This design comes from an exercise in tuning for small area, a short achievable clock period and few clock cycles per item on the open sky130 flow, not from production work.
Where RTL was checked, it was by simulation tests only, not by an equivalence proof against the original.
For run 3, only the layout was checked, not whether the RTL still works.

==> flow/design.v, too long to show whole: its modules and the start of the top module <==
// module snow3g_f9hash: 137 lines
// module gf64mul_s1: 1134 lines
// module gf64mul_s2: 407 lines
module snow3g_f9hash (
    input  wire        clk,
    input  wire        rst,           
    input  wire        start_valid,
    output wire        start_ready,
    input  wire [63:0] p,
    input  wire [63:0] q,
    input  wire [31:0] z5,
    input  wire [15:0] len,           
    input  wire        blk_valid,
    output wire        blk_ready,
    input  wire [63:0] blk,
    output wire        res_valid,
    input  wire        res_ready,
    output wire [63:0] eval,
    output wire [31:0] maci
);
  // ...
==> flow/flow/run.sh <==
#!/bin/bash
# The standard layout (the standard.sh: ORFS with the standard synthesis),
# with one change: the buffers that buffer_ports puts on every input and output
# port are sky130_fd_sc_hd__buf_1 instead of the delay cell
# sky130_fd_sc_hd__clkdlybuf4s50_1 that the resizer picks by default.
# The full output of the make run goes to flow_make.log in the work folder;
# each ORFS step also keeps its own log under orfs/logs/.
set -euo pipefail
export BUFFER_PORTS_ARGS="-buffer_cell sky130_fd_sc_hd__buf_1"
bash standard.sh finish > flow_make.log 2>&1
==> flow/standard.sh <==
#!/bin/bash
# synth_recipe.tcl (not shown) runs the flow's synth.tcl, then flattens the netlist and writes it again
# the make line also repeats each setting of config.mk as NAME=value (left out here)
make -C /OpenROAD-flow-scripts/flow DESIGN_CONFIG=/design/flow/config.mk WORK_HOME=/design/flow/orfs CLKGATE_MAP_FILE= SYNTH_SCRIPT=/design/flow/synth_recipe.tcl "${@:-finish}"
==> flow/config.mk <==
export PLATFORM = sky130hd
export DESIGN_NAME = snow3g_f9hash
export DESIGN_NICKNAME = snow3g_f9hash
export VERILOG_FILES = /design/flow/design.v
export SDC_FILE = /design/flow/constraint.sdc
export NUM_CORES = 4
export LEC_CHECK = 0
export CAP_MARGIN = 20
export CORE_MARGIN = 2
export CORE_UTILIZATION = 40
export PLACE_DENSITY = 0.6
export SETUP_SLACK_MARGIN = 2.25
export SLEW_MARGIN = 20
==> flow/constraint.sdc <==
create_clock -name core_clock -period 5.0 [get_ports {clk}]
set_input_delay 1.0000 -clock core_clock [delete_from_list [all_inputs] [get_ports {clk}]]
set_output_delay 1.0000 -clock core_clock [all_outputs]
set_load 0.01 [all_outputs]
==> out/qor.yml, run 1 <==
seq_area_mm2: 0.01701
netlist_top_cells_count: "2006 x xnor2_1, 1357 x nor2_1, 681 x nand2_1"
antenna_left: 0
layout_common_cells: "1814 x xnor2_1, 1349 x nor2_1, 678 x nand2_1"
synth_top_area_share_pct: 33.06
async_flop_share_pct: 0
synth_top_family_by_area: "XOR/XNOR gates"
vias: 45440
viasPerCell: 5.402
ys_ff_latch: 702
regToRegSetupSlack_ns: 2.05
regMostFlops: "mid"
yosysSeqAreaShare_pct: 31.77
fin_crit_sh_pct: 59.07
cts.repair.resized: 318
top_layer_used: "met5"
cts_root_buf: "clkbuf_16"
dp_cells: 8170
ys.flop_type: "dfxtp_1"
drive_above_1_share_pct: 14.06
outcome: "complete, no violations"
ys_warn_count: 1
n_all_buffers: 662
die_y_um: 368.5
period_minus_slack_ns: 2.953
synth_mux_area_share_pct: 0.3178
finalMaxSlewViolations: 0
nFillCells: 12400
start_util_pct: 40.38
numClockSinks: 702
grt_use_total_pct: 34.39
taps: 1755
hold_violations: 0
drc: 0
Testbench counts, summed over its fixed seeds: cycles 1,921, blocks 1,787.
==> run 2, diff against run 1 <==
==> flow/config.mk (replaced) <==
export PLATFORM = sky130hd
export DESIGN_NAME = snow3g_f9hash
export DESIGN_NICKNAME = snow3g_f9hash
export VERILOG_FILES = /design/flow/design.v
export SDC_FILE = /design/flow/constraint.sdc
export NUM_CORES = 4
export LEC_CHECK = 0
export CAP_MARGIN = 0
export CORE_MARGIN = 2
export CORE_UTILIZATION = 40
export PLACE_DENSITY = 0.6
export SETUP_SLACK_MARGIN = 2.0
export SLEW_MARGIN = 0
==> run 2 against run 1 <==
Global-route usage is 0.063 points lower. Design area is 2.9% lower. Clock skew is 0.0067 ns higher. Via count is 0.55% lower. Clock-buffer cell count is 4 higher.
==> out/qor.yml, run 2 <==
outcome: "complete, no violations"
wl_um: 239100
vias: 45190  # -0.55%
tritoncts: "built"
regMostFlops: "mid"
largest_reg_flops: 279
clock_skew_ns: 0.05551
yosysTopAreaCell: "xnor2_1"
worst_slew_pin_slew_ns: 1.140
routabilityCongestion: 1.099
dieArea_mm2: 0.1358
hold_path_class: "reg2reg"
clockBufferDepth: 3
h-tree-depth: 3
core_area_mm2: 0.1316
crit_chain: "xnor2_1, buf_4, xnor2_1, nor2_1, xnor2_1, xnor2_1, xnor2_1, xnor2_1"
slew_headroom_pct: 23.45
wl_met2_um: 98920
drive_above_1_share_pct: 11.01  # -3.0 points
die_x_um: 368.5
holdPathStages: 0
crit_path_max_fanout: 9
initialDrtViolationCount: 6384
cts_root_buf: "clkbuf_16"
r2r_start: "x[58]"
final_common_cell: "xnor2_1"
synthTopCellsByArea: "xnor2_1 33%, edfxtp_1 16%, dfxtp_1 16%"
rsz0062_at_grt: "yes"
grt_first_pass_wirelength_um: 330300
regToRegSetupSlack_ns: 1.90  # -0.14 ns
crit_arrival_ns: 3.69
clkLatencyLatePin_ns: 0.75
dpl.hpwl_um: 185700
setup.worst_path.end_class: "register"
holdBufCountCts: 0
cts_made_buffers: 84
rr_endpoint: "mid[229]"
avgSynthCellArea_um2: 8.718
finalSetupTns_ns: 0
dr.pass1.iters: 6
synth_edf_count: 283
start_util_pct: 40.38  # unchanged
ios: 344
antenna_left: 0  # unchanged
fin_crit_sh_pct: 61.91  # +2.8 points
hold_end: "fresh2"
ys_warn_count: 1  # unchanged
grt_pass1_vias: 42240
drc: 0  # unchanged
critical_path.slowest_cell: "dfxtp_1"
viasPerCell: 5.401  # about the same
cap_violations: 0
clock.fmax_ghz: 0.3230
die_y_um: 368.5  # unchanged
antenna_found_initial: 9
wl_met3_um: 28260
synth_cell_types: 53
rows: 133
path_class: "reg2reg"
startpoint: "x[58]"
grt-ovfl-total: 0
wire_per_inst_um: 28.58
period_minus_slack_ns: 3.096  # +0.1421 ns
yosysSeqAreaShare_pct: 31.77  # unchanged
drt-met1-wl_um: 95070
hold_violations: 0  # unchanged
critPathRequiredTime_ns: 5.59
finalMaxSlewViolations: 0  # unchanged
layout_common_cells: "1912 x xnor2_1, 1351 x nor2_1, 678 x nand2_1"
cp_slowest_stage_delay_ns: 0.72
netlist_top_cells_count: "2006 x xnor2_1, 1357 x nor2_1, 681 x nand2_1"
portBuffers: 343
synth_area_mm2: 0.05315
syn_nets: 6346
top_layer_used: "met5"
synth_top_area_share_pct: 33.06  # unchanged
areaGrowthSynthToFinish_pct: 17.14
start_kind: "register"
yosysMostFrequentCell: "xnor2_1"
grt_max_degree: 114
syn_inst: 6097
fin_nets: 6782
finalSetupViolations: 0
crit_path_frequent_cell: "xnor2_1"
min_from: "fresh1"
worst_hold_slack_ns: 0.3952
async_flop_share_pct: 0  # unchanged
numClockSinks: 702  # unchanged
grt_use_total_pct: 34.32  # -0.063 points
path_clk_slew_ns: 0.07
ys.flop_type: "dfxtp_1"
ys_ff_latch: 702  # unchanged
reg2reg_depth: 8
==> run 2: cell counts after synthesis <==
Identical to the previous run, type by type.
==> run 2: logic make-up after synthesis <==
logic type               after synthesis  synth area share, %
AO/OA/AOI/OAI                        299                3.319
XOR/XNOR                            2682                47.01
adder cells (fa/ha/maj)                4              0.09417
buffers and inverters                276                2.102
flip-flops                           702                31.77
multiplexers                          15               0.3178
AND/OR/NAND/NOR                     2119                15.39
==> run 2: cell type report <==
class	instances	area, um^2
tap	1755	2196
timing repair buffer	607	3319
clock inverter	48	539.3
sequential	702	16950
antenna	7	17.52
inverter	17	63.81
multi-input combinational	5121	36820
clock buffer	109	2361
fill	12510	69370
==> run 2: timing repair <==
item,4_1_cts,5_1_grt
pin swaps,7,12
setup endpoints to repair,146,73
setup buffers,12,19
resized for setup,156,80
gates cloned,2,0
==> run 2: how the worst max path moves through the flow <==
| stage | endpoint | slack, ns | cells after the start |
|---|---|---|---|
| finish | mid[229] | 1.90 | 8 |
| global route | mid[263] | 1.84 | 11 |
| CTS | maci_r[9] | 1.96 | 9 |
| detailed placement | maci_r[12] | 1.13 | 8 |
| global placement | maci_r[12] | 1.07 | 8 |
| floorplan | len_r[0] | 0.75 | 3 |
==> run 2: critical path, delay by kind of cell, from the launching register on <==
family,cells,cell delay [ns]
XOR/XNOR,6,1.78
flip-flops,1,0.72
buffers and inverters,1,0.25
AND/OR/NAND/NOR,1,0.17
==> run 2: layer usage <==
metal | vias up | track usage, %
met5 | - | 0
met1 | 21770 | 46.14
met4 | 8 | 19.97
met3 | 642 | 8.610
met2 | 2893 | 49.68
li1 | 19870 | -
==> run 2: metrics by stage <==
step           setup slack [ns]  utilization (%)  instance area [um^2]  cells
6_report                  1.904            47.30                 62260   8366
5_1_grt                   1.842            47.29                 62250   8360
4_1_cts                   1.960            46.73                 61510   8340
3_5_place_dp              1.129            43.71                 57540   8169
3_3_place_gp              1.073            43.71                 57540   8169
2_1_floorplan            0.7476                -                 53190   6097
==> module snow3g_f9hash, before the edit <==
module snow3g_f9hash (
    input  wire        clk,
    input  wire        rst,           
    input  wire        start_valid,
    output wire        start_ready,
    input  wire [63:0] p,
    input  wire [63:0] q,
    input  wire [31:0] z5,
    input  wire [15:0] len,           
    input  wire        blk_valid,
    output wire        blk_ready,
    input  wire [63:0] blk,
    output wire        res_valid,
    input  wire        res_ready,
    output wire [63:0] eval,
    output wire [31:0] maci
);
    localparam [2:0] ST_IDLE = 3'd0;    
    localparam [2:0] ST_BLK  = 3'd1;    
    localparam [2:0] ST_FIN1 = 3'd2;    
    localparam [2:0] ST_FIN2 = 3'd3;    
    localparam [2:0] ST_FW0  = 3'd4;    
    localparam [2:0] ST_FW1  = 3'd5;    
    function [63:0] gf_sq(input [63:0] a);
        reg [127:0] t;
        integer i;
        begin
            t = 128'd0;
            for (i = 0; i < 64; i = i + 1)
                t[2 * i] = a[i];
            for (i = 126; i >= 64; i = i - 1)
                if (t[i])
                    t[i - 64 +: 5] = t[i - 64 +: 5] ^ 5'h1B;
            gf_sq = t[63:0];
        end
    endfunction
    reg [2:0]   state;
    reg [63:0]  x;              
    reg [63:0]  k_r;            
    reg [278:0] mid;            
    reg [63:0]  p_r, q_r;
    reg [31:0]  z5_r;
    reg [15:0]  len_r;
    reg [10:0]  blocks_left;    
    reg         need;           
    reg         slot;           
    reg         fresh1, fresh2; 
    reg         ev1, ev;        
    reg         rv;             
    reg [63:0]  eval_r;
    reg [31:0]  maci_r;
    wire [278:0] mid_n;
    wire [63:0]  prod;
    gf64mul_s1 u_s1 (.a(x), .b(k_r), .m(mid_n));
    gf64mul_s2 u_s2 (.m(mid), .r(prod));
    wire [63:0] prod_c = (fresh1 | fresh2) ? 64'd0 : prod;
    wire [63:0] p_sq   = gf_sq(p_r);
    wire [10:0] n_blocks = {1'b0, len[15:6]} + {10'd0, |len[5:0]};
    wire        last_blk = (blocks_left == 11'd1);
    wire [5:0]  tail     = len_r[5:0];
    wire [63:0] tailmask = (tail == 6'd0) ? {64{1'b1}} : ~({64{1'b1}} >> tail);
    wire [63:0] blk_m    = last_blk ? (blk & tailmask) : blk;
    reg sr_r, br_r;
    wire go = sr_r && (state != ST_IDLE);    
    assign start_ready = sr_r;
    assign blk_ready   = br_r;
    assign res_valid   = rv;
    assign eval        = eval_r;
    assign maci        = maci_r;
    wire take_start = start_valid && sr_r;
    wire take_blk   = blk_valid && br_r;
    reg [2:0] state_n;
    reg       rv_n, ev1_n, ev_n, slot_n, need_n;
    always @* begin
        case (state)
            ST_BLK:  state_n = (take_blk && last_blk) ? ST_FIN1 : ST_BLK;
            ST_FIN1: state_n = ST_FIN2;
            ST_FIN2: state_n = go ? ST_IDLE : ST_FW0;
            ST_FW0:  state_n = ST_FW1;
            ST_FW1:  state_n = go ? ST_IDLE : ST_FW0;
            default: state_n = ST_IDLE;
        endcase
        if (take_start)
            state_n = (len == 16'd0) ? ST_FIN1 : ST_BLK;
        rv_n   = ev || (rv && !res_ready);
        ev1_n  = go;
        ev_n   = ev1;
        slot_n = take_start ? 1'b0 : ~slot;
        need_n = take_start ? 1'b0 : (need ^ take_blk);
        if (rst) begin
            state_n = ST_IDLE;
            rv_n    = 1'b0;
            ev1_n   = 1'b0;
            ev_n    = 1'b0;
        end
    end
    wire sr_n = (state_n == ST_IDLE) ||
                (((state_n == ST_FIN2) || (state_n == ST_FW1)) && !rv_n && !ev1_n && !ev_n);
    wire br_n = (state_n == ST_BLK) && (slot_n == need_n);
    wire [63:0] k_next = take_blk ? (last_blk ? p_r : p_sq) :
                         go       ? q_r : 64'd1;
    wire [63:0] x_add = (state == ST_BLK)  ? (take_blk ? blk_m : 64'd0) :
                        (state == ST_FIN1) ? {48'd0, len_r} :
                        (state == ST_FIN2) ? x : 64'd0;
    always @(posedge clk) begin
        mid    <= mid_n;
        k_r    <= k_next;
        x      <= prod_c ^ x_add;
        state  <= state_n;
        rv     <= rv_n;
        ev1    <= ev1_n;
        ev     <= ev_n;
        slot   <= slot_n;
        need   <= need_n;
        sr_r   <= sr_n;
        br_r   <= br_n;
        fresh1 <= take_start && !rst;
        fresh2 <= fresh1;
        if (!rst) begin
            if (ev) begin
                eval_r <= prod;
                maci_r <= prod[63:32] ^ maci_r;
            end
            if (go)
                maci_r <= z5_r;
            if (take_blk)
                blocks_left <= blocks_left - 11'd1;
            if (take_start) begin
                p_r         <= p;
                q_r         <= q;
                z5_r        <= z5;
                len_r       <= len;
                blocks_left <= n_blocks;
            end
        end
    end
endmodule
==> run 3, diff against run 2 <==
--- a/flow/design.v
+++ b/flow/design.v
@@ -56,7 +56,7 @@
     wire [63:0] prod_c = (fresh1 | fresh2) ? 64'd0 : prod;
     wire [63:0] p_sq   = gf_sq(p_r);
     wire [10:0] n_blocks = {1'b0, len[15:6]} + {10'd0, |len[5:0]};
-    wire        last_blk = (blocks_left == 11'd1);
+    reg         last_blk;       
     wire [5:0]  tail     = len_r[5:0];
     wire [63:0] tailmask = (tail == 6'd0) ? {64{1'b1}} : ~({64{1'b1}} >> tail);
     wire [63:0] blk_m    = last_blk ? (blk & tailmask) : blk;
@@ -123,14 +123,17 @@
             end
             if (go)
                 maci_r <= z5_r;
-            if (take_blk)
+            if (take_blk) begin
                 blocks_left <= blocks_left - 11'd1;
+                last_blk    <= (blocks_left == 11'd2);
+            end
             if (take_start) begin
                 p_r         <= p;
                 q_r         <= q;
                 z5_r        <= z5;
                 len_r       <= len;
                 blocks_left <= n_blocks;
+                last_blk    <= (n_blocks == 11'd1);
             end
         end
     end
--- a/flow/config.mk
+++ b/flow/config.mk
@@ -5,9 +5,9 @@
 export SDC_FILE = /design/flow/constraint.sdc
 export NUM_CORES = 4
 export LEC_CHECK = 0
-export CAP_MARGIN = 0
+export CAP_MARGIN = 20
 export CORE_MARGIN = 2
 export CORE_UTILIZATION = 40
 export PLACE_DENSITY = 0.6
 export SETUP_SLACK_MARGIN = 2.0
-export SLEW_MARGIN = 0
+export SLEW_MARGIN = 20
==> run 3 against run 2 <==
Global-route usage is 0.21 points lower. Design area is 0.74% higher. Sequential share of layout area is 0.14 points lower. First-iteration DRC count is 2.6% lower. Clock-buffer cell count is 15 higher. Maximum frequency is 1.6% lower. Utilization is 0.18 points lower. Critical path type unchanged. Critical endpoint is now maci_r[19].
==> out/qor.yml, run 3 <==
cap_violations: 0  # unchanged
reg2reg_depth: 7  # -1
syn_inst: 6102  # +0.082%
clock.fmax_ghz: 0.3179  # -1.6%
dieArea_mm2: 0.1366  # +0.60%
dp_cells: 8174  # +0.061%
wire_per_inst_um: 28.49  # -0.31%
ys.flop_type: "dfxtp_1"
initialDrtViolationCount: 6220  # -2.6%
hold_violations: 0  # unchanged
grt_first_pass_wirelength_um: 331200  # +0.26%
avgSynthCellArea_um2: 8.764  # +0.53%
synth_top_area_share_pct: 32.58  # -0.48 points
finalSetupTns_ns: 0  # unchanged
start_util_pct: 40.17  # -0.21 points
grt_pass1_vias: 43040  # +1.9%
hold_path_class: "reg2reg"
finalSetupViolations: 0  # unchanged
drc: 0  # unchanged
netlist_top_cells_count: "1989 x xnor2_1, 1323 x nor2_1, 638 x nand2_1"
critPathRequiredTime_ns: 5.44  # -0.15 ns
routabilityCongestion: 1.073  # -2.3%
period_minus_slack_ns: 3.146  # +0.05030 ns
worst_slew_pin_slew_ns: 1.417  # +0.2767 ns
die_y_um: 369.6  # +0.30%
synthTopCellsByArea: "xnor2_1 33%, edfxtp_1 16%, dfxtp_1 16%"
rr_endpoint: "maci_r[19]"
ys_warn_count: 1  # unchanged
worstSetupEndpoint: "maci_r[19]"
critical_path.slowest_cell: "xnor2_1"
path_buf_inv: 0  # -1
rsz0062_at_grt: "yes"
layout_common_cells: "1916 x xnor2_1, 1318 x nor2_1, 636 x nand2_1"
crit_arrival_ns: 3.59  # -0.10 ns
holdPathStages: 0  # unchanged
clock_skew_ns: 0.04668  # -0.008830 ns
crit_cells: 7  # -1
cts_root_buf: "clkbuf_16"
antenna_left: 0  # unchanged
dpl.hpwl_um: 184700  # -0.57%
grt_max_degree: 121  # +6.1%
regToRegSetupSlack_ns: 1.85  # -0.05 ns
clockBufferDepth: 3  # unchanged
crit_chain: "xnor2_1, xnor2_1, xnor2_1, xnor2_1, xnor2_1, xor2_1, o21ai_0"
grt_use_total_pct: 34.11  # -0.21 points
vias: 45340  # +0.33%
synth_area_mm2: 0.05348  # +0.61%
yosysSeqAreaShare_pct: 31.63  # -0.14 points
path_clk_slew_ns: 0.06  # about the same
r2r_start: "mid[220]"
cp_slowest_stage_delay_ns: 0.84  # +0.12 ns
slew_headroom_pct: 4.871  # -19 points
tritoncts: "built"
antenna_found_initial: 15  # +6
crit_path_max_fanout: 3  # -6
fin_nets: 6777  # -0.074%
dr.pass1.iters: 6  # unchanged
final_common_cell: "xnor2_1"
holdBufCountCts: 0  # unchanged
areaGrowthSynthToFinish_pct: 17.30
clkLatencyLatePin_ns: 0.73  # -0.02 ns
crit_path_frequent_cell: "xnor2_1"
h-tree-depth: 3  # unchanged
finalMaxSlewViolations: 0  # unchanged
portBuffers: 343  # unchanged
ys_ff_latch: 703  # +0.14%
largest_reg_flops: 279  # unchanged
numClockSinks: 703  # +0.14%
ios: 344  # unchanged
start_kind: "register"
die_x_um: 369.6  # +0.30%
wl_um: 238600  # -0.23%
synth_edf_count: 284  # +0.35%
syn_nets: 6351  # +0.079%
setup.worst_path.end_class: "register"
yosysTopAreaCell: "xnor2_1"
cts_made_buffers: 86  # +2.4%
regMostFlops: "mid"
grt-ovfl-total: 0  # unchanged
yosysMostFrequentCell: "xnor2_1"
synth_cell_types: 56  # +5.7%
outcome: "complete, no violations"
core_area_mm2: 0.1331  # +1.1%
fin_crit_sh_pct: 62.92  # +1.0 points
async_flop_share_pct: 0  # unchanged
drive_above_1_share_pct: 10.44  # -0.57 points
cpLargestDelayFamily: "XOR/XNOR gates"
rows: 134  # +0.75%
finalNonFillerCells: 8373  # +0.084%
startpoint: "mid[220]"
viasPerCell: 5.414  # +0.24%
path_class: "reg2reg"
-- run 3: cell types whose count changed after synthesis, moves of 29 or more --
cell / delta
nor2_1: -34
a21oi_1: -29
xnor2_2: +34
nand2_1: -43
nand3_1: +73
o21ai_0: +29
-- run 3: worst reg2reg max path: cells and delay by family, from the launching register on --
| family | cells | cell delay, ns |
|---|---|---|
| flip-flops | 1 | 0.31 |
| XOR/XNOR | 6 | 2.49 |
| AO/OA/AOI/OAI | 1 | 0.08 |
-- run 3: layer usage --
layer  global-route usage, %  vias to the layer above  wire length, um
met3                   8.347                      644            28440
met5                       0                        -              108
met4                   17.86                       18            14990
met1                   45.41                    21650            94100
li1                        -                    19960                -
met2                   50.93                     3056           101000
-- run 3: layout make-up --
cell class	instances	area [um^2]
Fill cell	12750	70400
Multi-Input combinational cell	5122	37190
Sequential cell	703	16990
Timing Repair Buffer	596	3287
Clock buffer	124	2480
Tap cell	1768	2212
Clock inverter	38	493.0
Inverter	19	71.32
Antenna cell	3	7.507
-- run 3: logic make-up after synthesis --
| logic type | Yosys count | share of synthesized area (%) |
|---|---|---|
| compound gates | 319 | 3.519 |
| xor+xnor | 2694 | 47.33 |
| fa+ha+maj | 4 | 0.09360 |
| buf+inv | 277 | 2.099 |
| flops | 703 | 31.63 |
| mux | 5 | 0.1100 |
| simple gates | 2100 | 15.22 |
-- run 3: what timing repair did --
| item | 4_1_cts | 5_1_grt |
|---|---|---|
| gates resized for setup | 155 | 77 |
| pin swaps | 7 | 20 |
| endpoints found under the setup margin | 130 | 74 |
| buffers inserted | 8 | 26 |
-- run 3: worst min path at each step --
stage | startpoint | end
3_3_place_gp | fresh1 | fresh2
4_1_cts | fresh1 | fresh2
3_5_place_dp | fresh1 | fresh2
2_1_floorplan | fresh1 | fresh2
6_report | fresh1 | fresh2
5_1_grt | fresh1 | fresh2
-- run 3: through the flow --
step	utilization (%)	cell area [um^2]	hold slack, ns	worst slack [ns]
finish	47.12	62720	0.4028	1.854
global route	47.11	62720	0.4219	1.879
CTS	46.50	61900	0.3989	1.774
detailed placement	43.35	57710	0.3936	1.354
global placement	43.33	57690	0.3838	1.264
floorplan	-	53510	0.3443	0.7444
==> run 4, diff against run 3 <==
--- a/flow/design.v
+++ b/flow/design.v
@@ -48,7 +48,7 @@
     reg         ev1, ev;        
     reg         rv;             
     reg [63:0]  eval_r;
-    reg [31:0]  maci_r;
+    reg [31:0]  z5_o;           
     wire [278:0] mid_n;
     wire [63:0]  prod;
     gf64mul_s1 u_s1 (.a(x), .b(k_r), .m(mid_n));
@@ -66,7 +66,7 @@
     assign blk_ready   = br_r;
     assign res_valid   = rv;
     assign eval        = eval_r;
-    assign maci        = maci_r;
+    assign maci        = eval_r[63:32] ^ z5_o;
     wire take_start = start_valid && sr_r;
     wire take_blk   = blk_valid && br_r;
     reg [2:0] state_n;
@@ -119,10 +119,9 @@
         if (!rst) begin
             if (ev) begin
                 eval_r <= prod;
-                maci_r <= prod[63:32] ^ maci_r;
             end
             if (go)
-                maci_r <= z5_r;
+                z5_o   <= z5_r;
             if (take_blk) begin
                 blocks_left <= blocks_left - 11'd1;
                 last_blk    <= (blocks_left == 11'd2);
==> run 4 against run 3 <==
Sequential share of layout area up 0.33 points. Utilization up 0.10 points. Flip-flop and latch count unchanged. Routed wire length down 3.0%.
==> out/qor.yml, run 4 <==
path_class: "reg2reg"
netlist_top_cells_count: "1959 x xnor2_1, 1306 x nor2_1, 685 x nand2_1"
path_clk_slew_ns: 0.07  # about the same
vias: 44870  # -1.0%
dieArea_mm2: 0.1348  # -1.3%
die_y_um: 367.2  # -0.67%
reg2reg_depth: 8  # +1
core_area_mm2: 0.1311  # -1.5%
crit_path_max_fanout: 4  # +1
grt_use_total_pct: 33.19  # -0.92 points
final_common_cell: "xnor2_1"
grt_pass1_vias: 41480  # -3.6%
cts_root_buf: "clkbuf_16"
slew_headroom_pct: 18.21  # +13 points
hold_violations: 0  # unchanged
grt_max_degree: 99  # -18%
r2r_start: "mid[153]"
synth_area_mm2: 0.05275  # -1.4%
routabilityCongestion: 1.065  # -0.75%
cap_violations: 0  # unchanged
clock_skew_ns: 0.04020  # -0.006471 ns
dp_cells: 8097  # -0.94%
rsz0062_at_grt: "yes"
finalSetupTns_ns: 0  # unchanged
holdBufCountCts: 0  # unchanged
start_kind: "register"
h-tree-depth: 3  # unchanged
drive_above_1_share_pct: 10.28  # -0.15 points
wire_per_inst_um: 27.96  # -1.9%
die_x_um: 367.2  # -0.67%
start_util_pct: 40.23  # +0.058 points
antenna_found_initial: 14  # -1
regMostFlops: "mid"
hold_path_class: "reg2reg"
yosysMostFrequentCell: "xnor2_1"
clock.fmax_ghz: 0.3160  # -0.59%
place_area_mm2: 0.05722  # -0.84%
initialDrtViolationCount: 6358  # +2.2%
syn_inst: 6007  # -1.6%
rows: 133  # -0.75%
finalMaxSlewViolations: 0  # unchanged
numClockSinks: 703  # unchanged
ys_ff_latch: 703  # unchanged
wl_um: 231400  # -3.0%
largest_reg_flops: 279  # unchanged
synthTopCellsByArea: "xnor2_1 33%, edfxtp_1 16%, dfxtp_1 16%"
async_flop_share_pct: 0  # unchanged
min_from: "fresh1"
synth_edf_count: 284  # unchanged
drc: 0  # unchanged
dr.pass1.iters: 18  # +12
layout_common_cells: "1884 x xnor2_1, 1301 x nor2_1, 680 x nand2_1"
grt_first_pass_wirelength_um: 319600  # -3.5%
clkLatencyLatePin_ns: 0.74  # about the same
setup.worst_path.end_class: "register"
dpl.hpwl_um: 179200  # -3.0%
tritoncts: "built"
fin_nets: 6693  # -1.2%
holdPathStages: 0  # unchanged
critPathRequiredTime_ns: 5.60  # +0.16 ns
worst_slew_pin_slew_ns: 1.218  # -0.1987 ns
cts_made_buffers: 83  # -3.5%
avgSynthCellArea_um2: 8.782  # +0.21%
finalNonFillerCells: 8276  # -1.2%
areaGrowthSynthToFinish_pct: 17.39  # about the same
yosysSeqAreaShare_pct: 32.07  # +0.43 points
grt-ovfl-total: 0  # unchanged
synth_top_area_share_pct: 32.53  # -0.051 points
rr_endpoint: "x[30]"
viasPerCell: 5.421  # +0.13%
yosysTopAreaCell: "xnor2_1"
synth_cell_types: 50  # -11%
outcome: "complete, no violations"
fin_crit_sh_pct: 63.29  # +0.37 points
clockBufferDepth: 3  # unchanged
ios: 344  # unchanged
hold_end: "fresh2"
antenna_left: 0  # unchanged
syn_nets: 6256  # -1.5%
regToRegSetupSlack_ns: 1.84  # -0.02 ns
design_area_mm2: 0.06192  # -1.3%
ys.flop_type: "dfxtp_1"
crit_arrival_ns: 3.77  # +0.18 ns
portBuffers: 343  # unchanged
finalSetupViolations: 0  # unchanged
ys_warn_count: 1  # unchanged
period_minus_slack_ns: 3.164  # +0.01862 ns
[run 4: cell count changes after synthesis, sizes merged, moves of 12 or more]
cell,delta
nand3,-70
buf,-12
nand2,+47
xnor2,-55
inv,-12
o21ai,-90
xor2,+51
o22ai,+63
nor2,-17
[run 4: logic make-up (layout without fill, tap and decap cells)]
| kind of cell | after synthesis | in the layout | synth area share [%] |
|---|---|---|---|
| xor+xnor | 2692 | 2692 | 47.48 |
| simple gates | 2060 | 2060 | 14.97 |
| flops | 703 | 703 | 32.07 |
| compound gates | 289 | 289 | 3.423 |
| buf+inv | 256 | 764 | 1.900 |
| fa+ha+maj | 4 | 4 | 0.09488 |
| mux | 3 | 3 | 0.06404 |
| other cells | 0 | 6 | 0 |
[run 4: how the worst max path moves through the flow]
| stage | from | to | cells past startpoint |
|---|---|---|---|
| detailed placement | mid[143] | x[6] | 8 |
| finish | mid[153] | x[30] | 8 |
| CTS | mid[152] | x[28] | 9 |
| floorplan | start_valid | len_r[0] | 4 |
| global route | k_r[62] | mid[170] | 7 |
| global placement | mid[143] | x[6] | 8 |
[run 4: cell type report]
cell class	count	area, um^2
clock inverters	40	578.1
repair buffers	601	3303
clock buffers	116	2437
flip-flops and latches	703	16980
diodes	6	15.01
well taps	1755	2196
fillers	12500	69210
multi-input cells	5048	36390
inverters	7	26.28
[run 4: worst max-delay path, stage by stage, from the launching register on]
cell	delay (ns)
dfxtp_1	0.52
xnor3_1	0.54
xor2_2	0.35
xor2_4	0.29
xnor2_1	0.22
xor2_1	0.15
xnor2_2	0.41
nand2_1	0.32
xor2_1	0.26
[run 4: routing by layer]
metal  global-route usage [%]  share of wire (%)  vias up
met3                    10.63                 13      606
met4                    14.75                5.6        6
met1                    44.84                 40    21510
met2                    48.10                 41     3082
li1                         -                  -    19670
met5                        0              0.019        -
[run 4: per-stage QoR]
step                util (%)  worst slack (ns)  hold WS [ns]
floorplan                  -            0.6204        0.3317
global placement       43.63             1.063        0.3751
detailed placement     43.64             1.179        0.3839
CTS                    46.69             1.908        0.3883
global route           47.21             1.881        0.3936
finish                 47.22             1.836        0.3881
[run 4: what timing repair did]
action,4_1_cts,5_1_grt
setup buffers,11,6
setup endpoints to repair,94,54
resized for setup,135,82
pin swaps,7,7
Testbench counts of run 4, summed over its fixed seeds: cycles 1,921, blocks 1,787.
==> run 5, diff against run 4 <==
--- a/flow/config.mk
+++ b/flow/config.mk
@@ -9,5 +9,5 @@
 export CORE_MARGIN = 2
 export CORE_UTILIZATION = 40
 export PLACE_DENSITY = 0.6
-export SETUP_SLACK_MARGIN = 2.0
+export SETUP_SLACK_MARGIN = 2.4
 export SLEW_MARGIN = 20
==> run 5 against run 4 <==
Still clean. Die area unchanged. First-iteration DRC count up 6.4%. Non-clock buffer count up 225. Cell count up 2.7%. Clock-buffer cell count unchanged. Synthesized area unchanged. Clock skew down 0.0081 ns.
==> out/qor.yml, run 5 <==
outcome: "complete, no violations"
critical_path.slowest_cell: "xor2_1"
grt_use_total_pct: 33.56  # +0.37 points
path_clk_slew_ns: 0.07  # about the same
synthTopCellsByArea: "xnor2_1 33%, edfxtp_1 16%, dfxtp_1 16%"
holdBufCountCts: 0  # unchanged
place_area_mm2: 0.05722  # unchanged
grt_pass1_vias: 42440  # +2.3%
dr.pass1.iters: 9  # -9
clockBufferDepth: 3  # unchanged
drc: 0  # unchanged
avgSynthCellArea_um2: 8.782  # unchanged
startpoint: "mid[7]"
dieArea_mm2: 0.1348  # unchanged
core_area_mm2: 0.1311  # unchanged
grt_max_degree: 99  # unchanged
clock_skew_ns: 0.03206  # -0.008140 ns
finalMaxSlewViolations: 0  # unchanged
finalSetupTns_ns: 0  # unchanged
worstSetupEndpoint: "x[23]"
holdPathStages: 0  # unchanged
die_y_um: 367.2  # unchanged
hold_violations: 0  # unchanged
dpl.hpwl_um: 179200  # unchanged
fin_nets: 6920  # +3.4%
r2r_start: "mid[7]"
fin_crit_sh_pct: 57.05  # -6.2 points
ys_warn_count: 1  # unchanged
ios: 344  # unchanged
grt-ovfl-total: 0  # unchanged
crit_chain: "xor2_1, xnor2_1, xnor2_1, xnor2_1, xnor2_1, xnor2_1, buf_4, nand2_1, xor2_1"
regToRegSetupSlack_ns: 2.15  # +0.31 ns
yosysSeqAreaShare_pct: 32.07  # unchanged
drive_above_1_share_pct: 18.01  # +7.7 points
fin_util_pct: 51.55  # +4.3 points
largest_reg_flops: 279  # unchanged
routabilityCongestion: 1.065  # unchanged
syn_nets: 6256  # unchanged
h-tree-depth: 3  # unchanged
wire_per_inst_um: 27.70  # -0.92%
netlist_top_cells_count: "1959 x xnor2_1, 1306 x nor2_1, 685 x nand2_1"
yosysMostFrequentCell: "xnor2_1"
finalSetupViolations: 0  # unchanged
synth_edf_count: 284  # unchanged
layout_common_cells: "1706 x xnor2_1, 1299 x nor2_1, 675 x nand2_1"
async_flop_share_pct: 0  # unchanged
yosysTopAreaCell: "xnor2_1"
ys_ff_latch: 703  # unchanged
period_minus_slack_ns: 2.853  # -0.3119 ns
crit_arrival_ns: 3.45  # -0.32 ns
grt_first_pass_wirelength_um: 323400  # +1.2%
portBuffers: 343  # unchanged
syn_inst: 6007  # unchanged
nFillCells: 11850  # -5.2%
design_area_mm2: 0.06759  # +9.2%
vias: 46070  # +2.7%
critPathRequiredTime_ns: 5.59  # about the same
crit_cells: 9  # +1
antenna_left: 0  # unchanged
path_class: "reg2reg"
start_kind: "register"
regMostFlops: "mid"
worst_slew_pin_slew_ns: 1.110  # -0.1083 ns
areaGrowthSynthToFinish_pct: 28.14
numClockSinks: 703  # unchanged
clock.fmax_ghz: 0.3506  # +11%
cpLargestDelayFamily: "XOR/XNOR gates"
slew_headroom_pct: 25.76  # +7.6 points
synth_top_area_share_pct: 32.53  # unchanged
rr_endpoint: "x[23]"
cts_root_buf: "clkbuf_16"
die_x_um: 367.2  # unchanged
final_common_cell: "xnor2_1"
ys.flop_type: "dfxtp_1"
wl_um: 235600  # +1.8%
synth_area_mm2: 0.05275  # unchanged
cap_violations: 0  # unchanged
crit_path_max_fanout: 2  # -2
clkLatencyLatePin_ns: 0.73  # about the same
viasPerCell: 5.418  # about the same
setup.worst_path.end_class: "register"
start_util_pct: 40.23  # unchanged
rows: 133  # unchanged
cts_made_buffers: 83  # unchanged
initialDrtViolationCount: 6768  # +6.4%
crit_path_frequent_cell: "xnor2_1"
tritoncts: "built"
hold_path_class: "reg2reg"
synth_cell_types: 50  # unchanged
antenna_found_initial: 13  # -1
cp_slowest_stage_delay_ns: 0.51  # -0.03 ns
reg2reg_depth: 9  # +1
path_buf_inv: 1  # +1
rsz0062_at_grt: "yes"
-- run 5: what timing repair did --
item                                    4_1_cts  5_1_grt
endpoints found under the setup margin      213      124
buffers inserted                            147       94
gates cloned                                  0        3
resized for setup                           470      287
pin swaps                                    99      107
-- run 5: metrics by stage --
| step | cells | hold slack (ns) | setup WS (ns) |
|---|---|---|---|
| after floorplan | 6007 | 0.3317 | 0.6204 |
| after global placement | 8097 | 0.3751 | 1.063 |
| after detailed placement | 8097 | 0.3839 | 1.179 |
| after CTS | 8400 | 0.3883 | 2.301 |
| after global routing | 8498 | 0.3936 | 2.187 |
| final | 8503 | 0.3885 | 2.147 |
-- run 5: how the worst min path moves through the flow --
stage / from / slack [ns] / end
6_report: fresh1 / 0.39 / fresh2
5_1_grt: fresh1 / 0.39 / fresh2
4_1_cts: fresh1 / 0.39 / fresh2
3_5_place_dp: fresh1 / 0.38 / fresh2
3_3_place_gp: fresh1 / 0.38 / fresh2
2_1_floorplan: fresh1 / 0.33 / fresh2
-- run 5: logic make-up (layout without fill, tap and decap cells) --
logic type,count (synthesis),after routing,share of synthesized area [%]
AO/OA/AOI/OAI,289,289,3.423
XOR/XNOR,2692,2694,47.48
adder cells (fa/ha/maj),4,4,0.09488
buffers and inverters,256,989,1.900
flip-flops,703,703,32.07
multiplexers,3,3,0.06404
other,0,6,0
AND/OR/NAND/NOR,2060,2060,14.97
-- run 5: final cells by class --
| cell class | count | area [um^2] | share of cell area [%] |
|---|---|---|---|
| antenna | 6 | 15.01 | 0.02221 |
| clock buffer | 116 | 2437 | 3.606 |
| inverter | 7 | 26.28 | 0.03887 |
| clock inverter | 40 | 578.1 | 0.8552 |
| tap | 1755 | 2196 | 3.249 |
| multi-input combinational | 5050 | 39250 | 58.06 |
| timing repair buffer | 826 | 5951 | 8.804 |
| sequential | 703 | 17140 | 25.36 |
-- run 5: routing by layer --
layer	vias up	share of wire (%)	track usage (%)
met4	6	6.2	15.91
met2	3269	41	48.44
met1	22010	39	44.89
li1	20140	-	-
met3	652	14	11.17
met5	-	0.018	0
==> run 6, diff against run 5 <==
--- a/flow/config.mk
+++ b/flow/config.mk
@@ -9,5 +9,5 @@
 export CORE_MARGIN = 2
 export CORE_UTILIZATION = 40
 export PLACE_DENSITY = 0.6
-export SETUP_SLACK_MARGIN = 2.4
+export SETUP_SLACK_MARGIN = 2.25
 export SLEW_MARGIN = 20
==> run 6 against run 5 <==
Synthesized area is the same. Flip-flop and latch count unchanged. Synthesized cell count unchanged. Global-route usage decreased by 0.21 points. Non-clock buffer count fell by 155. Maximum frequency decreased by 1.9%. Clock skew grew 0.0063 ns.
==> out/qor.yml, run 6 <==
fin_nets: 6763  # -2.3%
finalMaxSlewViolations: 0  # unchanged
portBuffers: 343  # unchanged
viasPerCell: 5.390  # -0.52%
synthTopCellsByArea: "xnor2_1 33%, edfxtp_1 16%, dfxtp_1 16%"
grt_use_total_pct: 33.35  # -0.21 points
start_kind: "register"
design_area_mm2: 0.06431  # -4.9%
largest_reg_flops: 279  # unchanged
antenna_found_initial: 13  # unchanged
cts_root_buf: "clkbuf_16"
cap_violations: 0  # unchanged
dieArea_mm2: 0.1348  # unchanged
holdBufCountCts: 0  # unchanged
vias: 44980  # -2.4%
critPathRequiredTime_ns: 5.66  # +0.07 ns
yosysMostFrequentCell: "xnor2_1"
regMostFlops: "mid"
worst_hold_slack_ns: 0.3872  # -0.001328 ns
path_class: "reg2reg"
synth_cell_types: 50  # unchanged
h-tree-depth: 3  # unchanged
setup.worst_path.end_class: "register"
synth_edf_count: 284  # unchanged
place_area_mm2: 0.05722  # unchanged
worst_slew_pin_slew_ns: 1.169  # +0.05899 ns
wl_um: 232500  # -1.3%
crit_arrival_ns: 3.56  # +0.11 ns
clockBufferDepth: 3  # unchanged
avgSynthCellArea_um2: 8.782  # unchanged
drc: 0  # unchanged
initialDrtViolationCount: 6373  # -5.8%
clock.fmax_ghz: 0.3440  # -1.9%
routabilityCongestion: 1.065  # unchanged
outcome: "complete, no violations"
nFillCells: 12240  # +3.3%
clkLatencyLatePin_ns: 0.74  # about the same
async_flop_share_pct: 0  # unchanged
syn_inst: 6007  # unchanged
yosysTopAreaCell: "xnor2_1"
antenna_left: 0  # unchanged
finalSetupViolations: 0  # unchanged
wire_per_inst_um: 27.86  # +0.56%
ys_ff_latch: 703  # unchanged
numClockSinks: 703  # unchanged
grt_pass1_vias: 41880  # -1.3%
rsz0062_at_grt: "yes"
grt_first_pass_wirelength_um: 321000  # -0.75%
rows: 133  # unchanged
layout_common_cells: "1782 x xnor2_1, 1300 x nor2_1, 677 x nand2_1"
clock_skew_ns: 0.03840  # +0.006338 ns
grt-ovfl-total: 0  # unchanged
synth_area_mm2: 0.05275  # unchanged
fin_crit_sh_pct: 58.14  # +1.1 points
final_common_cell: "xnor2_1"
crit_path_max_fanout: 3  # +1
period_minus_slack_ns: 2.907  # +0.05447 ns
syn_nets: 6256  # unchanged
ios: 344  # unchanged
die_y_um: 367.2  # unchanged
ys.flop_type: "dfxtp_1"
dr.pass1.iters: 6  # -3
slew_headroom_pct: 21.82  # -3.9 points
start_util_pct: 40.23  # unchanged
tritoncts: "built"
grt_max_degree: 99  # unchanged
areaGrowthSynthToFinish_pct: 21.92
path_clk_slew_ns: 0.06  # about the same
core_area_mm2: 0.1311  # unchanged
dpl.hpwl_um: 179200  # unchanged
drive_above_1_share_pct: 13.61  # -4.4 points
hold_path_class: "reg2reg"
netlist_top_cells_count: "1959 x xnor2_1, 1306 x nor2_1, 685 x nand2_1"
hold_violations: 0  # unchanged
cts_made_buffers: 83  # unchanged
ys_warn_count: 1  # unchanged
synth_top_area_share_pct: 32.53  # unchanged
yosysSeqAreaShare_pct: 32.07  # unchanged
finalSetupTns_ns: 0  # unchanged
die_x_um: 367.2  # unchanged
## run 6: cell counts after synthesis
Identical to the previous run, type by type.
## run 6: metal layers
| metal | track usage (%) | wire length, um | up-vias |
|---|---|---|---|
| met5 | 0 | 34 | - |
| met4 | 15.24 | 12890 | 6 |
| met3 | 11.36 | 31310 | 587 |
| met2 | 48.10 | 95830 | 3009 |
| met1 | 44.67 | 92420 | 21560 |
| li1 | - | - | 19820 |
## run 6: area by class of cell
type	instances	area, um^2	area share (%)
Tap cell	1755	2196	3.414
Multi-Input combinational cell	5048	37960	59.02
Antenna cell	5	12.51	0.01945
Clock inverter	40	578.1	0.8988
Inverter	7	26.28	0.04086
Sequential cell	703	17030	26.48
Timing Repair Buffer	671	4074	6.335
Clock buffer	116	2437	3.790
## run 6: repair_timing
item,4_1_cts,5_1_grt
setup endpoints to repair,171,78
buffers inserted,49,38
cloned,0,0
pin swaps,38,43
gates resized for setup,307,146
## run 6: critical path, cell delays in order, from the launching register on
cell	delay (ns)
dfxtp_1	0.54
xnor2_1	0.19
xnor2_2	0.44
xor2_1	0.32
xnor2_1	0.12
xnor2_1	0.32
xor3_1	0.55
nand2_2	0.21
xor2_1	0.15
## run 6: final timing paths
| kind | slack (ns) | cells after the start | end | start |
|---|---|---|---|---|
| worst max register to register | 2.09 | 8 | x[4] | mid[144] |
| worst max-delay path | 2.09 | 8 | x[4] | mid[144] |
| worst min register to register | 0.39 | 0 | fresh2 | fresh1 |
| worst min-delay path | 0.39 | 0 | fresh2 | fresh1 |
## run 6: cells by family after synthesis
kind of cell / count (synthesis) / share of synthesized area [%]
multiplexers: 3 / 0.06404
flip-flops: 703 / 32.07
XOR/XNOR: 2692 / 47.48
adder cells (fa/ha/maj): 4 / 0.09488
buffers and inverters: 256 / 1.900
AO/OA/AOI/OAI: 289 / 3.423
AND/OR/NAND/NOR: 2060 / 14.97
## run 6: per-stage QoR
| step | instances | utilization [%] | setup WS, ns |
|---|---|---|---|
| finish | 8345 | 49.04 | 2.093 |
| CTS | 8302 | 47.89 | 2.076 |
| global placement | 8097 | 43.63 | 1.063 |
| detailed placement | 8097 | 43.64 | 1.179 |
| floorplan | 6007 | - | 0.6204 |
| global route | 8340 | 49.04 | 2.113 |
==> run 7, diff against run 6 <==
--- a/flow/config.mk
+++ b/flow/config.mk
@@ -8,6 +8,7 @@
 export CAP_MARGIN = 20
 export CORE_MARGIN = 2
 export CORE_UTILIZATION = 40
+export CTS_CLUSTER_SIZE = 30
 export PLACE_DENSITY = 0.6
 export SETUP_SLACK_MARGIN = 2.25
 export SLEW_MARGIN = 20
==> run 7 against run 6 <==
Highest routed layer unchanged. Sequential share of layout area unchanged. First-iteration DRC count is the same. Worst hold slack unchanged. Die area did not move. Synthesized area stayed put. Clock skew stayed put. Design area stayed put. Synthesized cell count did not move. Critical endpoint unchanged. Largest cell class unchanged.
==> out/qor.yml, run 7 <==
synth_edf_count: 284  # unchanged
setup.worst_path.end_class: "register"
dpl.hpwl_um: 179200  # unchanged
yosysTopAreaCell: "xnor2_1"
h-tree-depth: 3  # unchanged
drt-met1-wl_um: 92420  # unchanged
finalNonFillerCells: 8345  # unchanged
final_common_cell: "xnor2_1"
period_minus_slack_ns: 2.907  # unchanged
die_x_um: 367.2  # unchanged
clock_skew_ns: 0.03840  # unchanged
nFillCells: 12240  # unchanged
fin_crit_sh_pct: 58.14  # unchanged
regMostFlops: "mid"
initialDrtViolationCount: 6373  # unchanged
avgSynthCellArea_um2: 8.782  # unchanged
worst_slack_ns: 2.093  # unchanged
wl_um: 232500  # unchanged
ys_ff_latch: 703  # unchanged
seq_area_mm2: 0.01703  # unchanged
wl_met2_um: 95830  # unchanged
dr.pass1.iters: 6  # unchanged
drc: 0  # unchanged
ys.flop_type: "dfxtp_1"
antenna_left: 0  # unchanged
routabilityCongestion: 1.065  # unchanged
core_area_mm2: 0.1311  # unchanged
netlist_top_cells_count: "1959 x xnor2_1, 1306 x nor2_1, 685 x nand2_1"
grt_max_degree: 99  # unchanged
ys_warn_count: 1  # unchanged
areaGrowthSynthToFinish_pct: 21.92  # unchanged
grt_first_pass_wirelength_um: 321000  # unchanged
hold_violations: 0  # unchanged
clkLatencyLatePin_ns: 0.74  # about the same
synth_top_area_share_pct: 32.53  # unchanged
grt-ovfl-total: 0  # unchanged
dieArea_mm2: 0.1348  # unchanged
grt_pass1_vias: 41880  # unchanged
start_util_pct: 40.23  # unchanged
syn_inst: 6007  # unchanged
rsz0062_at_grt: "yes"
async_flop_share_pct: 0  # unchanged
yosysSeqAreaShare_pct: 32.07  # unchanged
path_clk_slew_ns: 0.06  # about the same
cts_made_buffers: 83  # unchanged
vias: 44980  # unchanged
path_class: "reg2reg"
dp_cells: 8097  # unchanged
critPathRequiredTime_ns: 5.66  # about the same
drive_above_1_share_pct: 13.61  # unchanged
largest_reg_flops: 279  # unchanged
die_y_um: 367.2  # unchanged
rows: 133  # unchanged
portBuffers: 343  # unchanged
finalMaxSlewViolations: 0  # unchanged
holdBufCountCts: 0  # unchanged
crit_path_max_fanout: 3  # unchanged
viasPerCell: 5.390  # unchanged
start_kind: "register"
multiInputGateArea_mm2: 0.03796  # unchanged
worst_slew_pin_slew_ns: 1.169  # unchanged
clock.fmax_ghz: 0.3440  # unchanged
crit_arrival_ns: 3.56  # about the same
top_layer_used: "met5"
finalSetupViolations: 0  # unchanged
wl_met3_um: 31310  # unchanged
grt_use_total_pct: 33.35  # unchanged
outcome: "complete, no violations"
place_ws_ns: 1.179  # unchanged
finalSetupTns_ns: 0  # unchanged
cap_violations: 0  # unchanged
synthTopCellsByArea: "xnor2_1 33%, edfxtp_1 16%, dfxtp_1 16%"
antenna_found_initial: 13  # unchanged
design_area_mm2: 0.06431  # unchanged
fin_nets: 6763  # unchanged
syn_nets: 6256  # unchanged
synth_area_mm2: 0.05275  # unchanged
layout_common_cells: "1782 x xnor2_1, 1300 x nor2_1, 677 x nand2_1"
ios: 344  # unchanged
wire_per_inst_um: 27.86  # unchanged
clockBufferDepth: 3  # unchanged
synth_cell_types: 50  # unchanged
numClockSinks: 703  # unchanged
place_area_mm2: 0.05722  # unchanged
cts_root_buf: "clkbuf_16"
yosysMostFrequentCell: "xnor2_1"
tritoncts: "built"
slew_headroom_pct: 21.82  # unchanged
hold_path_class: "reg2reg"
[run 7: layout make-up]
class                           count  area share (%)
Clock buffer                      116           3.790
Inverter                            7         0.04086
Antenna cell                        5         0.01945
Timing Repair Buffer              671           6.335
Clock inverter                     40          0.8988
Tap cell                         1755           3.414
Sequential cell                   703           26.48
Multi-Input combinational cell   5048           59.02
[run 7: through the flow]
| stage | hold slack, ns | util [%] |
|---|---|---|
| 2_1_floorplan | 0.3317 | - |
| 6_report | 0.3872 | 49.04 |
| 3_3_place_gp | 0.3751 | 43.63 |
| 4_1_cts | 0.3883 | 47.89 |
| 5_1_grt | 0.3936 | 49.04 |
| 3_5_place_dp | 0.3839 | 43.64 |
[run 7: metal layers]
layer  global-route usage, %  up-vias
li1                        -    19820
met1                   44.67    21560
met2                   48.10     3009
met3                   11.36      587
met4                   15.24        6
met5                       0        -
[run 7: what timing repair did]
| item | in CTS | in global routing |
|---|---|---|
| endpoints found under the setup margin | 171 | 78 |
| gates resized for setup | 307 | 146 |
| hold endpoints to repair | 0 | 0 |
| pin swaps | 38 | 43 |
| buffers inserted | 49 | 38 |
[run 7: cells by family after synthesis]
group / count (synthesis) / synth area share, %
fa+ha+maj: 4 / 0.09488
simple gates: 2060 / 14.97
compound gates: 289 / 3.423
xor+xnor: 2692 / 47.48
mux: 3 / 0.06404
flops: 703 / 32.07
buf+inv: 256 / 1.900
[run 7: worst paths after layout]
path	startpoint	end	slack [ns]	cells past startpoint
max reg2reg	mid[144]	x[4]	2.09	8
max	mid[144]	x[4]	2.09	8
min	fresh1	fresh2	0.39	0
min reg2reg	fresh1	fresh2	0.39	0
[run 7: worst max-delay path: stages (launching register included)]
cell and delay [ns]:
dfxtp_1 0.54, xnor2_1 0.19, xnor2_2 0.44, xor2_1 0.32
xnor2_1 0.12, xnor2_1 0.32, xor3_1 0.55, nand2_2 0.21
xor2_1 0.15
==> run 8, diff against run 7 <==
--- a/flow/config.mk
+++ b/flow/config.mk
@@ -8,7 +8,8 @@
 export CAP_MARGIN = 20
 export CORE_MARGIN = 2
 export CORE_UTILIZATION = 40
-export CTS_CLUSTER_SIZE = 30
+export CTS_CLUSTER_DIAMETER = 60
+export CTS_CLUSTER_SIZE = 20
 export PLACE_DENSITY = 0.6
 export SETUP_SLACK_MARGIN = 2.25
 export SLEW_MARGIN = 20
==> run 8 against run 7 <==
Clock-buffer cell count down 31. Clock skew up 0.00087 ns. Design area is 0.21% lower. First-iteration DRC count grew 0.13%. Worst hold slack gained 0.0017 ns. Setup slack better by 0.018 ns. Maximum frequency is 0.62% higher.
==> out/qor.yml, run 8 <==
outcome: "complete, no violations"
path_class: "reg2reg"
yosysSeqAreaShare_pct: 32.07  # unchanged
portBuffers: 343  # unchanged
critPathRequiredTime_ns: 5.59  # -0.07 ns
min_from: "fresh1"
dr.pass1.iters: 7  # +1
initialDrtViolationCount: 6381  # +0.13%
synth_top_family_by_area: "XOR/XNOR gates"
grt_pass1_vias: 41550  # -0.79%
async_flop_share_pct: 0  # unchanged
yosysTopAreaCell: "xnor2_1"
path_clk_slew_ns: 0.07  # about the same
routabilityCongestion: 1.065  # unchanged
dieArea_mm2: 0.1348  # unchanged
ys_warn_count: 1  # unchanged
synth_compound_area_share_pct: 3.423  # unchanged
syn_nets: 6256  # unchanged
finalNonFillerCells: 8354  # +0.11%
ys_ff_latch: 703  # unchanged
fin_crit_sh_pct: 57.78  # -0.36 points
antenna_found_initial: 11  # -2
wl_um: 232000  # -0.19%
antenna_left: 0  # unchanged
r2r_start: "mid[40]"
start_kind: "register"
grt_first_pass_wirelength_um: 320400  # -0.16%
largest_reg_flops: 279  # unchanged
worst_slack_ns: 2.111  # +0.01804 ns
finalSetupViolations: 0  # unchanged
synthTopCellsByArea: "xnor2_1 33%, edfxtp_1 16%, dfxtp_1 16%"
core_area_mm2: 0.1311  # unchanged
synth_cell_types: 50  # unchanged
cts_root_buf: "clkbuf_16"
ys.flop_type: "dfxtp_1"
drive_above_1_share_pct: 13.98  # +0.37 points
ios: 344  # unchanged
rsz0062_at_grt: "yes"
crit_arrival_ns: 3.48  # -0.08 ns
start_util_pct: 40.23  # unchanged
period_minus_slack_ns: 2.889  # -0.01804 ns
cap_violations: 0  # unchanged
avgSynthCellArea_um2: 8.782  # unchanged
finalMaxSlewViolations: 0  # unchanged
layout_common_cells: "1784 x xnor2_1, 1300 x nor2_1, 677 x nand2_1"
hold_path_class: "reg2reg"
clock.fmax_ghz: 0.3461  # +0.62%
grt_use_total_pct: 33.25  # -0.098 points
grt-ovfl-total: 0  # unchanged
drc: 0  # unchanged
rows: 133  # unchanged
die_y_um: 367.2  # unchanged
netlist_top_cells_count: "1959 x xnor2_1, 1306 x nor2_1, 685 x nand2_1"
syn_inst: 6007  # unchanged
die_x_um: 367.2  # unchanged
viasPerCell: 5.393  # about the same
yosys.area_share.simple_pct: 14.97  # unchanged
regMostFlops: "mid"
synthXorXnorAreaFrac_pct: 47.48  # unchanged
hold_violations: 0  # unchanged
slew_headroom_pct: 23.59  # +1.8 points
worst_hold_slack_ns: 0.3889  # +0.001661 ns
worst_slew_pin_slew_ns: 1.138  # -0.03081 ns
finalSetupTns_ns: 0  # unchanged
yosysMostFrequentCell: "xnor2_1"
grt_max_degree: 99  # unchanged
clkLatencyLatePin_ns: 0.73  # about the same
synth_edf_count: 284  # unchanged
synth_area_mm2: 0.05275  # unchanged
areaGrowthSynthToFinish_pct: 21.66
final_common_cell: "xnor2_1"
wire_per_inst_um: 27.78  # -0.30%
numClockSinks: 703  # unchanged
fin_nets: 6780  # +0.25%
dpl.hpwl_um: 179200  # unchanged
place_ws_ns: 1.179  # unchanged
vias: 45050  # +0.15%
synth_mux_area_share_pct: 0.06404  # unchanged
clock_skew_ns: 0.03927  # +0.0008705 ns
tritoncts: "built"
clockBufferDepth: 3  # unchanged
nFillCells: 12280  # +0.33%
h-tree-depth: 3  # unchanged
synth_top_area_share_pct: 32.53  # unchanged
dp_cells: 8097  # unchanged
synthAdderAreaFrac_pct: 0.09488  # unchanged
startpoint: "mid[40]"
cts_made_buffers: 76  # -8.4%
setup.worst_path.end_class: "register"
crit_path_max_fanout: 2  # -1
-- run 8: cell count changes in the layout (fill, tap and decap cells not counted), sizes merged --
cell	before	now
buf	671	695
bufinv	9	1
clkbuf	116	85
clkinv	24	25
clkinvlp	3	5
diode	5	4
inv	11	33
-- run 8: kinds of logic (layout without fill, tap and decap cells) --
group / count (synthesis) / in the layout
XOR/XNOR: 2692 / 2692
AND/OR/NAND/NOR: 2060 / 2060
flip-flops: 703 / 703
AO/OA/AOI/OAI: 289 / 289
buffers and inverters: 256 / 844
adder cells (fa/ha/maj): 4 / 4
multiplexers: 3 / 3
other: 0 / 4
-- run 8: worst paths after layout --
| check | cells past startpoint | to | slack (ns) |
|---|---|---|---|
| worst max register to register | 6 | x[57] | 2.11 |
| worst min register to register | 0 | fresh2 | 0.39 |
| worst max-delay path | 6 | x[57] | 2.11 |
| worst min-delay path | 0 | fresh2 | 0.39 |
-- run 8: area by class of cell --
type                            instances  area, um^2  area share [%]
Antenna cell                            4       10.01         0.01560
Clock buffer                           85        1998           3.114
Clock inverter                         57       782.0           1.219
Inverter                                7       26.28         0.04094
Multi-Input combinational cell       5048       37850           58.98
Sequential cell                       703       17040           26.55
Tap cell                             1755        2196           3.422
Timing Repair Buffer                  695        4277           6.664
-- run 8: per-layer routing --
layer | track usage (%) | vias to the layer above | routed length (um)
met5 | 0 | - | 297
met4 | 15.36 | 8 | 13880
met3 | 10.67 | 600 | 31320
met2 | 48.02 | 3082 | 94840
met1 | 44.84 | 21520 | 91710
li1 | - | 19840 | -
-- run 8: repair_timing --
action                                 CTS  global route
setup buffers                           55            56
hold buffers                             0             0
pin swaps                               41            52
endpoints found under the hold margin    0             0
cloned                                   0             0
gates resized for setup                304           150
setup endpoints to repair              171            83
-- run 8: stage by stage --
stage | instance area, um^2 | utilization (%)
6_report | 64180 | 48.94
5_1_grt | 64170 | 48.93
4_1_cts | 62550 | 47.70
3_5_place_dp | 57220 | 43.64
3_3_place_gp | 57210 | 43.63
2_1_floorplan | 52800 | -
-- run 8: critical path, cell delays in order (launching register included) --
cell and delay, ns:
dfxtp_1 0.33, xnor2_1 0.25, xnor2_1 0.96, xnor2_1 0.21, xnor2_1 0.46, nand2_1 0.29, xor2_1 0.23

-- separate check: timing with driven ports --
No port has a modelled driver above. Below, the same layouts with a new extraction and two added sets of constraints.
Step 1: set_driving_cell puts a clkbuf_16 on clk and a buf_2 on each other input, an assumption about the parent block.
Step 2, shift: input delay + t, output delay - t, t = (earliest + latest rising clock arrival at the registers) / 2. This alone moves slack from input paths to output paths.
Slacks: no drivers / after step 1 / after step 2; pairs: no drivers / after step 1.
run	t (ns)	slack for setup (ns)	slew at the worst register clock pin (ns)	pins driven straight from the clock port
run 1	0.788	2.047 / 2.047 / 1.935	0.08 / 0.08	1
run 2	0.805	1.904 / 1.904 / 1.836	0.07 / 0.07	1
run 3	0.789	1.854 / 1.854 / 1.803	0.07 / 0.07	1
run 4	0.808	1.836 / 1.836 / 1.461	0.07 / 0.07	1
run 5	0.804	2.147 / 2.147 / 1.758	0.07 / 0.07	1
run 6	0.809	2.093 / 2.093 / 1.694	0.07 / 0.07	1
run 7	0.809	2.093 / 2.093 / 1.694	0.07 / 0.07	1
run 8	0.788	2.111 / 2.111 / 1.547	0.08 / 0.08	1
After both steps every run listed still meets setup and hold. For run 8, which loses most, drivers alone change the setup slack by 0.000 ns; drivers and shift together by -0.564 ns.
